This is an optimization exercise on Yosys and OpenROAD, whose aim is small area, a short achievable clock period and few clock cycles, not a production implementation.
Only simulation tests tie the RTL to the original design; equivalence was not proved.
Power and IR drop assume default switching activity.

==> flow/design.v <==
module ev3_cbuf #(
    parameter LOG2CAP = 4
) (
    input  wire       clk,
    input  wire       rst,
    input  wire       push,
    input  wire [7:0] push_data,
    input  wire       pop,
    output wire [7:0] head,
    output wire [7:0] size,
    output wire       empty,
    output wire       full
);
    localparam CAP = 1 << LOG2CAP;
    reg [7:0] mem [0:CAP-1];
    reg [7:0] wr_cnt;
    reg [7:0] rd_cnt;
    wire [7:0] mask = CAP - 1;
    assign size  = wr_cnt - rd_cnt;
    assign empty = (wr_cnt == rd_cnt);
    assign full  = (size & ~mask) != 8'd0;
    assign head  = mem[rd_cnt[LOG2CAP-1:0]];
    always @(posedge clk) begin
        if (rst) begin
            wr_cnt <= 8'd0;
            rd_cnt <= 8'd0;
        end else begin
            if (push)
                wr_cnt <= wr_cnt + 8'd1;
            if (pop)
                rd_cnt <= rd_cnt + 8'd1;
        end
    end
    always @(posedge clk) begin
        if (push)
            mem[wr_cnt[LOG2CAP-1:0]] <= push_data;
    end
endmodule
module ev3_link (
    input  wire        clk,
    input  wire        rst,
    input  wire        cmd_valid,
    output wire        cmd_ready,
    input  wire [23:0] cmd_word,
    input  wire        rx_en,
    input  wire        ses_wfc,
    output reg         rsp_valid,
    output reg  [15:0] rsp_word
);
    localparam [7:0] ST_OK       = 8'h00;
    localparam [7:0] ST_EMPTY    = 8'h01;
    localparam [7:0] ST_FULL     = 8'h02;
    localparam [7:0] ST_TIMEOUT  = 8'h03;
    localparam [7:0] ST_REFUSED  = 8'h04;
    localparam [7:0] ST_DISABLED = 8'h05;
    localparam [7:0] ST_BADOPND  = 8'hFE;
    localparam [7:0] ST_BADOPC   = 8'hFF;
    localparam SAMPLE_SIZE = 64;
    localparam [1:0] S_IDLE = 2'd0;
    localparam [1:0] S_PAY  = 2'd1;
    localparam [1:0] S_CK   = 2'd2;
    reg [1:0] state;
    wire       accept = cmd_valid && cmd_ready;
    wire [7:0] opc    = cmd_word[23:16];
    wire [7:0] opa    = cmd_word[15:8];
    wire [7:0] opb    = cmd_word[7:0];
    assign cmd_ready = (state == S_IDLE);
    reg [7:0] sample [0:SAMPLE_SIZE-1];
    reg [7:0] ck_acc;
    reg [7:0] drop_eq;
    reg [7:0] drop_rx;
    reg [1:0] fault;           
    reg [5:0] sd_addr;         
    reg [5:0] sd_left;         
    reg [7:0] sd_ck;           
    reg        eq_push, eq_pop, rx_push, rx_pop, tx_push, tx_pop;
    reg  [7:0] eq_din, rx_din, tx_din;
    wire [7:0] eq_head, rx_head, tx_head;
    wire [7:0] eq_size, rx_size, tx_size;
    wire       eq_empty, rx_empty, tx_empty;
    wire       eq_full, rx_full, tx_full;
    ev3_cbuf #(.LOG2CAP(4)) u_eq (
        .clk(clk), .rst(rst), .push(eq_push), .push_data(eq_din), .pop(eq_pop),
        .head(eq_head), .size(eq_size), .empty(eq_empty), .full(eq_full)
    );
    ev3_cbuf #(.LOG2CAP(4)) u_rx (
        .clk(clk), .rst(rst), .push(rx_push), .push_data(rx_din), .pop(rx_pop),
        .head(rx_head), .size(rx_size), .empty(rx_empty), .full(rx_full)
    );
    ev3_cbuf #(.LOG2CAP(6)) u_tx (
        .clk(clk), .rst(rst), .push(tx_push), .push_data(tx_din), .pop(tx_pop),
        .head(tx_head), .size(tx_size), .empty(tx_empty), .full(tx_full)
    );
    reg [7:0] sel_size;
    reg       sel_empty, sel_full;
    reg [7:0] sel_drop;
    always @(*) begin
        case (opc[1:0])
            2'd0:    begin sel_size = eq_size; sel_empty = eq_empty; sel_full = eq_full; sel_drop = drop_eq; end
            2'd1:    begin sel_size = rx_size; sel_empty = rx_empty; sel_full = rx_full; sel_drop = drop_rx; end
            default: begin sel_size = tx_size; sel_empty = tx_empty; sel_full = tx_full; sel_drop = 8'd0;    end
        endcase
    end
    reg [3:0] lc_a;      
    reg [3:0] lc_b;      
    always @(*) begin
        case (opa)
            8'd1:    lc_a = 4'b1_000;
            8'd2:    lc_a = 4'b1_001;
            8'd4:    lc_a = 4'b1_010;
            8'd8:    lc_a = 4'b1_011;
            8'd16:   lc_a = 4'b1_100;
            8'd32:   lc_a = 4'b1_101;
            default: lc_a = 4'b0_000;
        endcase
        case (opb)
            8'd1:    lc_b = 4'b1_000;
            8'd2:    lc_b = 4'b1_001;
            8'd4:    lc_b = 4'b1_010;
            8'd8:    lc_b = 4'b1_011;
            8'd16:   lc_b = 4'b1_100;
            8'd32:   lc_b = 4'b1_101;
            default: lc_b = 4'b0_000;
        endcase
    end
    wire [8:0] sd_span   = {1'b0, opa} + {1'b0, opb} + 9'd2;
    wire       sd_range  = (sd_span <= SAMPLE_SIZE);
    wire [7:0] sd_room   = 8'd64 - tx_size;
    wire       sd_fits   = ({1'b0, sd_room} >= ({1'b0, opb} + 9'd2));
    wire [7:0] sd_frame  = {2'b11, lc_b[2:0], opc[2:0]};
    wire       sa_ok     = (opa < SAMPLE_SIZE);
    wire [7:0] sa_rdata  = sample[opa[5:0]];
    wire [7:0] sd_rdata  = sample[sd_addr];
    reg        rsp_en;          
    reg [15:0] rsp_next;
    reg        set_bad_opc, set_bad_opnd;
    reg        ck_we;
    reg [7:0]  ck_next;
    reg        drop_eq_inc, drop_rx_inc;
    reg        smp_we;
    reg [5:0]  smp_waddr;
    reg [7:0]  smp_wdata;
    reg        sd_start;
    always @(*) begin
        rsp_en       = 1'b0;
        rsp_next     = 16'h0000;
        set_bad_opc  = 1'b0;
        set_bad_opnd = 1'b0;
        ck_we        = 1'b0;
        ck_next      = ck_acc;
        drop_eq_inc  = 1'b0;
        drop_rx_inc  = 1'b0;
        smp_we       = 1'b0;
        smp_waddr    = opa[5:0];
        smp_wdata    = opb;
        sd_start     = 1'b0;
        eq_push = 1'b0; eq_pop = 1'b0; eq_din = opa;
        rx_push = 1'b0; rx_pop = 1'b0; rx_din = opa;
        tx_push = 1'b0; tx_pop = 1'b0; tx_din = opa;
        if (state == S_IDLE && accept) begin
            rsp_en = 1'b1;
            casez (opc)
                8'h11: begin
                    if (!rx_en)
                        rsp_next = {ST_DISABLED, 8'h00};
                    else if (rx_full) begin
                        drop_rx_inc = 1'b1;
                        rsp_next    = {ST_FULL, 8'h00};
                    end else
                        rx_push = 1'b1;
                end
                8'h12: begin
                    if (tx_full)
                        rsp_next = {ST_FULL, 8'h00};
                    else
                        tx_push = 1'b1;
                end
                8'h14: begin
                    if (eq_empty)
                        rsp_next = {ST_EMPTY, 8'h00};
                    else begin
                        eq_pop   = 1'b1;
                        rsp_next = {ST_OK, eq_head};
                    end
                end
                8'h15: begin
                    if (rx_empty)
                        rsp_next = {ST_EMPTY, 8'h00};
                    else begin
                        rx_pop   = 1'b1;
                        rsp_next = {ST_OK, rx_head};
                    end
                end
                8'h16: begin
                    if (tx_empty)
                        rsp_next = {ST_EMPTY, 8'h00};
                    else begin
                        tx_pop   = 1'b1;
                        rsp_next = {ST_OK, tx_head};
                    end
                end
                8'h18, 8'h19, 8'h1A: rsp_next = {ST_OK, sel_size};
                8'h1C, 8'h1D, 8'h1E: rsp_next = {ST_OK, 7'd0, sel_empty};
                8'h20, 8'h21, 8'h22: rsp_next = {ST_OK, 7'd0, sel_full};
                8'h24, 8'h25, 8'h26: rsp_next = {ST_OK, sel_drop};
                8'h30: begin ck_we = 1'b1; ck_next = 8'hFF;         rsp_next = {ST_OK, 8'hFF}; end
                8'h31: begin ck_we = 1'b1; ck_next = opa;           rsp_next = {ST_OK, opa}; end
                8'h32: begin ck_we = 1'b1; ck_next = ck_acc ^ opa;  rsp_next = {ST_OK, ck_acc ^ opa}; end
                8'h33: rsp_next = {ST_OK, ck_acc};
                8'h34: rsp_next = {ST_OK, 7'd0, (ck_acc == opa)};
                8'h40, 8'h41, 8'h42, 8'h43: begin
                    if (!lc_a[3]) begin
                        set_bad_opnd = 1'b1;
                        rsp_next     = {ST_BADOPND, 8'h00};
                    end else
                        rsp_next = {ST_OK, opc[1:0], lc_a[2:0], opb[2:0]};
                end
                8'h44: rsp_next = {ST_OK, opa & 8'hC0};
                8'h45: rsp_next = {ST_OK, opa & 8'h07};
                8'h46: rsp_next = {ST_OK, 8'd1 << opa[5:3]};
                8'b0101_0???: rsp_next = {ST_OK, opc[2:0], opa[4:0]};
                8'h58: rsp_next = {ST_OK, 5'd0, opa[7:5]};
                8'h59: rsp_next = {ST_OK, 3'd0, opa[4:0]};
                8'h60: begin
                    if (eq_full) begin
                        drop_eq_inc = 1'b1;
                        rsp_next    = {ST_FULL, 8'h00};
                    end else
                        eq_push = 1'b1;
                end
                8'h61: begin
                    if (eq_full)
                        rsp_next = {ST_TIMEOUT, 8'h00};
                    else
                        eq_push = 1'b1;
                end
                8'b0111_0???: begin
                    if (!lc_b[3] || !sd_range) begin
                        set_bad_opnd = 1'b1;
                        rsp_next     = {ST_BADOPND, 8'h00};
                    end else if (!ses_wfc)
                        rsp_next = {ST_REFUSED, 8'h00};
                    else if (!sd_fits)
                        rsp_next = {ST_FULL, 8'h00};
                    else begin
                        rsp_en    = 1'b0;
                        sd_start  = 1'b1;
                        smp_we    = 1'b1;
                        smp_waddr = opa[5:0];
                        smp_wdata = sd_frame;
                        tx_push   = 1'b1;
                        tx_din    = sd_frame;
                    end
                end
                8'h78: begin
                    if (!sa_ok) begin
                        set_bad_opnd = 1'b1;
                        rsp_next     = {ST_BADOPND, 8'h00};
                    end else
                        smp_we = 1'b1;
                end
                8'h79: begin
                    if (!sa_ok) begin
                        set_bad_opnd = 1'b1;
                        rsp_next     = {ST_BADOPND, 8'h00};
                    end else
                        rsp_next = {ST_OK, sa_rdata};
                end
                8'h7D: rsp_next = {ST_OK, 6'd0, fault};
                default: begin
                    set_bad_opc = 1'b1;
                    rsp_next    = {ST_BADOPC, 8'h00};
                end
            endcase
        end else if (state == S_PAY) begin
            tx_push = 1'b1;
            tx_din  = sd_rdata;
        end else if (state == S_CK) begin
            tx_push   = 1'b1;
            tx_din    = sd_ck;
            smp_we    = 1'b1;
            smp_waddr = sd_addr;
            smp_wdata = sd_ck;
            rsp_en    = 1'b1;
            rsp_next  = {ST_OK, 8'h00};
        end
    end
    always @(posedge clk) begin
        if (rst) begin
            state     <= S_IDLE;
            ck_acc    <= 8'hFF;
            drop_eq   <= 8'd0;
            drop_rx   <= 8'd0;
            fault     <= 2'b00;
            rsp_valid <= 1'b0;
            rsp_word  <= 16'h0000;
        end else begin
            rsp_valid <= rsp_en;
            if (rsp_en)
                rsp_word <= rsp_next;
            if (ck_we)
                ck_acc <= ck_next;
            if (drop_eq_inc && drop_eq != 8'hFF)
                drop_eq <= drop_eq + 8'd1;
            if (drop_rx_inc && drop_rx != 8'hFF)
                drop_rx <= drop_rx + 8'd1;
            if (set_bad_opc)
                fault[0] <= 1'b1;
            if (set_bad_opnd)
                fault[1] <= 1'b1;
            case (state)
                S_IDLE: if (sd_start) state <= S_PAY;
                S_PAY:  if (sd_left == 6'd1) state <= S_CK;
                S_CK:   state <= S_IDLE;
                default: state <= S_IDLE;
            endcase
        end
    end
    always @(posedge clk) begin
        if (sd_start) begin
            sd_addr <= opa[5:0] + 6'd1;
            sd_left <= opb[5:0];
            sd_ck   <= 8'hFF ^ sd_frame;
        end else if (state == S_PAY) begin
            sd_addr <= sd_addr + 6'd1;
            sd_left <= sd_left - 6'd1;
            sd_ck   <= sd_ck ^ sd_rdata;
        end
    end
    always @(posedge clk) begin
        if (smp_we)
            sample[smp_waddr] <= smp_wdata;
    end
endmodule
==> flow/run.sh <==
#!/bin/bash
# synth_recipe.tcl (not shown) runs the flow's synth.tcl, then flattens the netlist and writes it again
# the make line also repeats each setting of config.mk as NAME=value (left out here)
make -C /OpenROAD-flow-scripts/flow DESIGN_CONFIG=/design/flow/config.mk WORK_HOME=/design/flow/orfs CLKGATE_MAP_FILE= SYNTH_SCRIPT=/design/flow/synth_recipe.tcl finish
==> flow/config.mk <==
export PLATFORM = sky130hd
export DESIGN_NAME = ev3_link
export DESIGN_NICKNAME = ev3_link
export VERILOG_FILES = /design/flow/design.v
export SDC_FILE = /design/flow/constraint.sdc
export NUM_CORES = 4
export LEC_CHECK = 0
export CAP_MARGIN = 20
export CORE_MARGIN = 2
export CORE_UTILIZATION = 40
export PLACE_DENSITY = 0.6
export SLEW_MARGIN = 20
==> flow/constraint.sdc <==
create_clock -name core_clock -period 10.0 [get_ports {clk}]
set_input_delay 2.0000 -clock core_clock [delete_from_list [all_inputs] [get_ports {clk}]]
set_output_delay 2.0000 -clock core_clock [all_outputs]
set_load 0.01 [all_outputs]
==> impl_metrics.csv <==
group,metric,value,unit
run_status,status,"timing/DRC/antenna clean",
timing,layout_min_cycle_time,7.50,ns
setup_path,rrSetupSlack,2.75,ns
yosys,yosysUniqueCellTypes,90,
setup_path,cp_num_buf_inv,5,
drt,drtAntennaViolNets,0,
yosys,synth_seq_cells,1409,
yosys,synth.area.top_cells,"edfxtp_1 61%, mux4_2 16%, dfxtp_1 3.4%",
yosys,synth_most_common_cell,"edfxtp_1",
floorplan,io_pins,47,
yosys,synth_commonest_cells,"1300 x edfxtp_1, 452 x mux4_2, 299 x nor2_1, 159 x nand2_1, 135 x clkbuf_1",
yosys,synth_edf_count,1300,
timing,setup_tns,0,ns
pwr,ir_drop,0.174,mV
yosys,synth_top_area_share,61.0,%
timing,worstMarginPinSlew,1.22,ns
yosys,yosysTopAreaCell,"edfxtp_1",
global_route,grt_pass1_wl,270000,µm
drt,totalWireLength,188000,µm
timing,setup_viol,0,
clocking,clk_pin_slew,0.06,ns
yosys,syn_nets,3980,
layout,final_layout_size_suffix_gt1_share,20.8,%
clocking,post_cts_buffers,0,
global_route,grt_max_degree,105,
setup_path,crit_path_top_delay_cell,"clkdlybuf4s50_1",
pwr,pwr-share-seq,51.8,%
clocking,cts-htree-levels,4,
placement,place_area,0.0669,mm²
placement,placement.io_buffers,46,
setup_path,crit_family,"simple AND/OR/NAND/NOR gates",
timing,maxSlewViolCount,0,
layout,final_nets,4016,
pwr,p_leak,0.0221,µW
setup_path,r2r_end,"sample[35][2]$_DFFE_PP_",
setup_path,timing.rr.start,"u_tx.wr_cnt[0]$_SDFFE_PP0P_",
setup_path,r2r_cells,17,
timing,rsz0062_at_grt,"no",
worst_hold_path,hold_start,"fault[0]$_SDFFE_PP0P_",
timing,slew_headroom,18.2,%
yosys,synth-async-reset-ratio,0,%
drt,drt_iter0_drc,4762,
yosys,netlist_area,0.0640,mm²
pwr,netSwitchingPower,2950,µW
setup_path,cp_data_required_time,10.37,ns
timing,skew,0.0679,ns
layout,syn2layout_area_growth,12.0,%
run,drv_cap,0,
pwr,power.density,176,mW/mm²
timing,finalHoldViolations,0,
clocking,cts_buffers,150,
pwr,combPwrFrac,5.6,%
setup_path,endpoint_kind,"flip-flop",
yosys,synthCells,3880,
drt,viasPerCell,6.26,
setup_path,critPathMaxFanout,14,
yosys,synth_area_per_cell,16.5,µm²
layout,design_area,0.0717,mm²
yosys,yosys_warnings,3,
floorplan,die_h,404,µm
global_route,grt_util_all_layers,22.8,%
timing,max_freq,0.133,GHz
yosys,synth_flop_cell,"edfxtp_1",
floorplan,die_x,404,µm
drt,dr.pass1.iters,6,
clocking,cts_buffer_depth,3,
worst_hold_path,hold_path_depth,2,
setup_path,critPathKind,"input pin to flip-flop",
global_route,antenna_found_initial,12,
drt,drc,0,
placement,gp_congestion,0.961,
pwr,p_int,9690,µW
floorplan,row_count,146,
pwr,p_total,12600,µW
floorplan,fp.coreArea,0.159,mm²
worst_hold_path,holdCritPathClass,"flip-flop to flip-flop",
clocking,clock_latency,0.81,ns
drt,wire_per_inst,30.7,µm
pwr,p_sw_share,23.3,%
yosys,ys_seq_area_share,64.4,%
timing,post-route-period-util,75.0,%
pwr,clkPwrFrac,42.5,%
timing,setup_ws,2.50,ns
setup_path,critPathLaunchType,"input pin",
clocking,cts-hold-fix-buffers,0,
clocking,cts_resized,0,
clocking,cts_tree,"yes",
floorplan,start_util,40.4,%
setup_path,setup.worst_path.start,"cmd_word[1]",
placement,post-place-ws,1.92,ns
placement,place.detailed.hpwl,122000,µm
setup_path,arrival,7.87,ns
setup_path,slowest_delay,0.82,ns
global_route,grt-ovfl-total,0,
global_route,grt_pass1_vias,37200,
layout,finish.utilization,45.2,%
setup_path,path_cells,"clkdlybuf4s50_1 > inv_1 > ha_1 > inv_1 > ha_1 > inv_1 > fa_1 > nand2b_1 > a21oi_1 > mux2i_1 > o2111ai_2 > or4_1 > buf_4 > nand3_1 > nand4_1 > nor2_1",
clocking,root_buffer,"clkbuf_16",
clocking,clock-sinks,1409,
worst_hold_path,holdPathEnd,"fault[0]$_SDFFE_PP0P_",
setup_path,cpMostUsedCell,"inv_1",
drt,vias,38300,
floorplan,die-area,0.163,mm²
## state kept, by name, indices dropped and copies added, names as in the netlist, 12 cells and up, named ones only
signal / cells
sample: 512
u_tx.mem: 512
u_eq.mem: 128
u_rx.mem: 128
rsp_word: 12
## logic make-up (layout without fill, tap and decap cells)
| kind of cell | count (synthesis) | in the layout | share of synthesized area [%] |
|---|---|---|---|
| flops | 1409 | 1409 | 64.4 |
| simple gates | 874 | 874 | 6.96 |
| mux | 579 | 579 | 17.9 |
| compound gates | 519 | 519 | 5.58 |
| buf+inv | 311 | 474 | 2.08 |
| xor+xnor | 116 | 116 | 1.59 |
| fa+ha+maj | 72 | 72 | 1.45 |
| other cells | 0 | 4 | 0 |
## stage by stage
step                      cells  hold WS (ns)
after CTS                  6115         0.492
after detailed placement   5836         0.476
final                      6119         0.499
after global placement     5836         0.456
after floorplan            3880         0.437
after global routing       6117         0.525
## worst register-to-register path: cells and delay by family, from the launching register on
family                   cells  cell delay [ns]
AO/OA/AOI/OAI                2             0.26
XOR/XNOR                     2             0.76
adder cells (fa/ha/maj)      3             1.00
buffers and inverters        2             0.48
flip-flops                   1             0.59
AND/OR/NAND/NOR              8             3.75
## metal layers
layer,GRT usage [%],routed length (µm),vias to the layer above,share of wire (%)
li1,-,-,15900,-
met3,5.19,17100,371,9.1
met1,31.8,76600,20000,41
met2,35.4,87200,2053,46
met5,0,50,-,0.027
met4,8.08,6900,10,3.7
## cell usage in the layout (no fill, tap or decap), drive strengths merged, types with 41 or more instances in the layout
cell	count
edfxtp	1300
mux4	452
nor2	299
clkbuf	182
nand2	159
mux2i	121
dfxtp	109
a21oi	106
a22oi	103
buf	89
inv	77
o21ai	76
clkinv	76
nand3	74
ha	67
xnor2	61
nor3	57
xor2	55
nand4	52
a211oi	50
nor2b	41
## worst max path at each step
stage                               to  slack, ns  cells past startpoint
3_3_place_gp   sample[56][0]$_DFFE_PP_       1.94                     16
3_5_place_dp   sample[28][4]$_DFFE_PP_       1.92                     16
4_1_cts        sample[35][2]$_DFFE_PP_       2.62                     16
5_1_grt        sample[35][2]$_DFFE_PP_       2.22                     16
6_report       sample[35][2]$_DFFE_PP_       2.50                     16
2_1_floorplan   sample[0][1]$_DFFE_PP_       1.57                     18
## power by group through the flow
stage | Combinational [µW] | Sequential, µW | Clock (µW)
after floorplan | 362 | 6670 | 0
after global placement | 707 | 6670 | 0
after detailed placement | 708 | 6670 | 0
after CTS | 709 | 6550 | 5440
after global routing | 750 | 6550 | 5670
final | 711 | 6550 | 5370
## layout make-up
| type | instances | area [µm²] |
|---|---|---|
| Inverter | 69 | 259 |
| Antenna cell | 4 | 10.0 |
| Fill cell | 13700 | 86900 |
| Tap cell | 2072 | 2590 |
| Sequential cell | 1409 | 41200 |
| Clock buffer | 181 | 3890 |
| Clock inverter | 98 | 878 |
| Multi-Input combinational cell | 2160 | 21700 |
| Timing Repair Buffer | 126 | 1070 |
Testbench counts, summed over its fixed seeds: cycles 26,323.

## separate check: timing with driven ports
The results above use ideal ports. As a check the final layout listed here was re-extracted and re-timed, cells and wires unchanged. Step 1 sets driving cells, clkbuf_16 on the clock port and buf_2 on the other inputs (assumed; they add their load-dependent delay and slew). Step 2 adds t to the input delays and takes it off the output delays; t is the mean of the earliest and latest rising clock arrival at the registers after step 1. Input paths then give back, and output paths get back, about the clock's delay inside the block. Three values: no drivers, after step 1, after step 2; two values: the first two.
shift t [ns]: 0.864
setup WS [ns]: 2.502 / 2.514 / 1.650
worst setup path at the end: input to register
After both steps setup and hold are still met in this run. The setup slack of this run moves by +0.012 ns with the drivers and by -0.852 ns with both steps.
